Source: an optimization exercise on an open RTL-to-GDS flow (aim: small area). Production flows keep margins and buffers that such runs may drop. At most, simulation tests tie the RTL to the original design; equivalence was not proved. Power is estimated from default activity; no workload was simulated.

==> flow/design.v (excerpt) <==
module somfy_remote (
    input  wire        CLK,
    input  wire        RST_N,
    input  wire        CFG_RESET_ON_START,
    input  wire        REQ_VALID,
    input  wire [7:0]  REQ_LEN,
    input  wire [7:0]  REQ_DATA,
    input  wire [2:0]  REQ_SEL,
    output wire        REQ_READY,
    output wire [1:0]  MODE,
    output wire        BUSY,
    output wire        ONLINE,
    output wire        OUT_VALID,
    output wire [1:0]  OUT_KIND,
    output wire [2:0]  OUT_CODE,
    output wire [3:0]  OUT_BTN,
    output wire [23:0] OUT_IDENT,
    output wire [7:0]  OUT_CHAR,
    output wire        ACK_VALID,
    output wire [23:0] ACK_IDENT,
    output wire [7:0]  ACK_CHAR,
    output wire [2:0]  NVM_ADDR,
    output wire        NVM_RE,
    output wire        NVM_WE,
    output wire [32:0] NVM_WDATA,
    input  wire [32:0] NVM_RDATA,
    input  wire        NVM_DONE,
    input  wire        NVM_OK,
    output wire        RADIO_TX_REQ,
    input  wire        RADIO_TX_OK,
    output wire        RADIO_STBY_REQ,
    input  wire        RADIO_READY,
    output wire        LINE
);
Size in the first run: roughly 460 cells after synthesis, ~50 flip-flops, about 0.0040 mm^2 of cells after synthesis.
==> flow/config.mk <==
export PLATFORM = sky130hd
export DESIGN_NAME = somfy_remote
export DESIGN_NICKNAME = somfy_remote
export VERILOG_FILES = /design/flow/design.v
export SDC_FILE = /design/flow/constraint.sdc
export NUM_CORES = 4
export LEC_CHECK = 0
export CAP_MARGIN = 20
export CORE_MARGIN = 2
export CORE_UTILIZATION = 75
export SLEW_MARGIN = 20
==> flow/constraint.sdc <==
create_clock -name core_clock -period 10.0 [get_ports {CLK}]
set_input_delay 2.0000 -clock core_clock [delete_from_list [all_inputs] [get_ports {CLK}]]
set_output_delay 2.0000 -clock core_clock [all_outputs]
set_load 0.01 [all_outputs]
standard.sh (not shown) runs the stock make flow with config.mk's settings and CLKGATE_MAP_FILE= SYNTH_SCRIPT=/design/flow/synth_recipe.tcl, a recipe that flattens the netlist after the stock synthesis.
==> flow/flow/run.sh <==
#!/bin/bash
# The standard layout (standard.sh), with:
#  - synthesis: ABC maps for area (flow/synth.tcl, flow/area.abc);
#  - port buffers of the smallest buffer cell;
#  - a clock tree of small buffers without dummy loads.
set -euo pipefail
export FLOW_WORK="$PWD"
export AREA_ABC_SCRIPT="$PWD/flow/area.abc"
bash standard.sh \
  "SYNTH_SCRIPT=$PWD/flow/synth.tcl" \
  "BUFFER_PORTS_ARGS=-buffer_cell sky130_fd_sc_hd__buf_1" \
  "CTS_ARGS=-sink_clustering_enable -repair_clock_nets -dont_use_dummy_load -buf_list {sky130_fd_sc_hd__clkbuf_8}" \
  finish > standard_flow.log 2>&1
==> flow/flow/area.abc <==
&get -n
&st
&syn2
&dch -f
&nf -R 1000 -p
&put
mfs2
strash
&get -n
&st
&dch -f
&nf -R 1000 -p
&put
topo
==> flow/flow/synth.tcl <==
# The standard synthesis (synth_recipe.tcl), with ABC's technology mapping
# run on an area-oriented script (flow/area.abc) in place of ORFS's speed
# script. Flip-flop mapping and register names are unchanged.
proc abc {args} {
  set i [lsearch -exact $args -script]
  if { $i >= 0 } {
    set args [lreplace $args [expr {$i + 1}] [expr {$i + 1}] $::env(AREA_ABC_SCRIPT)]
  }
  yosys abc {*}$args
}
source $::env(FLOW_WORK)/synth_recipe.tcl
Then changed:
--- a/flow/design.v
+++ b/flow/design.v
@@ -321,27 +321,33 @@
     wire bj = (j2 == 2'd0) ? rdata[1] :                  
               (j2 == 2'd1) ? (rdata[2] & rdata[0]) :
               (j2 == 2'd2) ? (rdata[2] & ~rdata[0]) : (~rdata[2] & ~rdata[1]);
     wire fbit = kc ^ (i1 & bj) ^ (w_hh & nhh) ^ (w_hl & nhl) ^ (w_lh & nlh) ^ (w_ll & nll);
     reg [31:0] ctr_inc;
     reg        cy;
     integer    ii;
     always @(*) begin
         cy = 1'b1;
         for (ii = 0; ii < 32; ii = ii + 1) begin
-            if (ii == 16)
-                cy = cy | st[3];
             ctr_inc[ii] = ctr[ii] ^ cy;
             cy = cy & ctr[ii];
         end
     end
-    wire [6:0] k_inc = ctr_inc[22:16];
+    reg [6:0] k_inc;
+    reg       ky;
+    always @(*) begin
+        ky = 1'b1;
+        for (ii = 0; ii < 7; ii = ii + 1) begin
+            k_inc[ii] = k[ii] ^ ky;
+            ky = ky & k[ii];
+        end
+    end
     wire idle = (st == S_IDLE);
     assign REQ_READY      = idle;
     assign BUSY           = ~idle;
     assign MODE           = {failed, ~failed & ~init};
     assign ONLINE         = ~failed & ~init;
     assign OUT_VALID      = idle & (code != 3'd7);
     assign OUT_CODE       = code;
     assign OUT_KIND       = {|code, acc | code[2] | (code[1] & code[0])};
     assign OUT_BTN        = acc ? btn : 4'h0;
     assign OUT_IDENT      = ident;
=>
- sequential power went down by 7.4%
- via count went up by about 4%
- worst hold slack gets worse by 0.055 ns
- clock power hardly moves
- clock-buffer cell count is unchanged
- core utilization went up by 0.83 points
No functional check of the RTL was part of the second run of this note.

==> separate check: timing with driven ports <==
In the flow no input, the clock included, has a driving cell. The finished layouts below were timed again as built, in two steps. Step 1 sets driving cells, clkbuf_16 on the clock port and buf_2 on the other inputs (assumed; they add their load-dependent delay and slew). Step 2 moves the port delays by t, midway between the first and last clock arrival at a register: inputs arrive t later, outputs are due t later. That takes back most of the time a late clock gives input paths. Three values: ideal, step 1, step 2; two values: the first two.
run	shift t [ns]	setup slack, ns	cell pins on the clock port's net
the first run	0.331	0.992 / 0.962 / 1.293	1
the second run	0.327	1.255 / 1.224 / 1.550	1
After both steps every run listed still meets setup and hold.
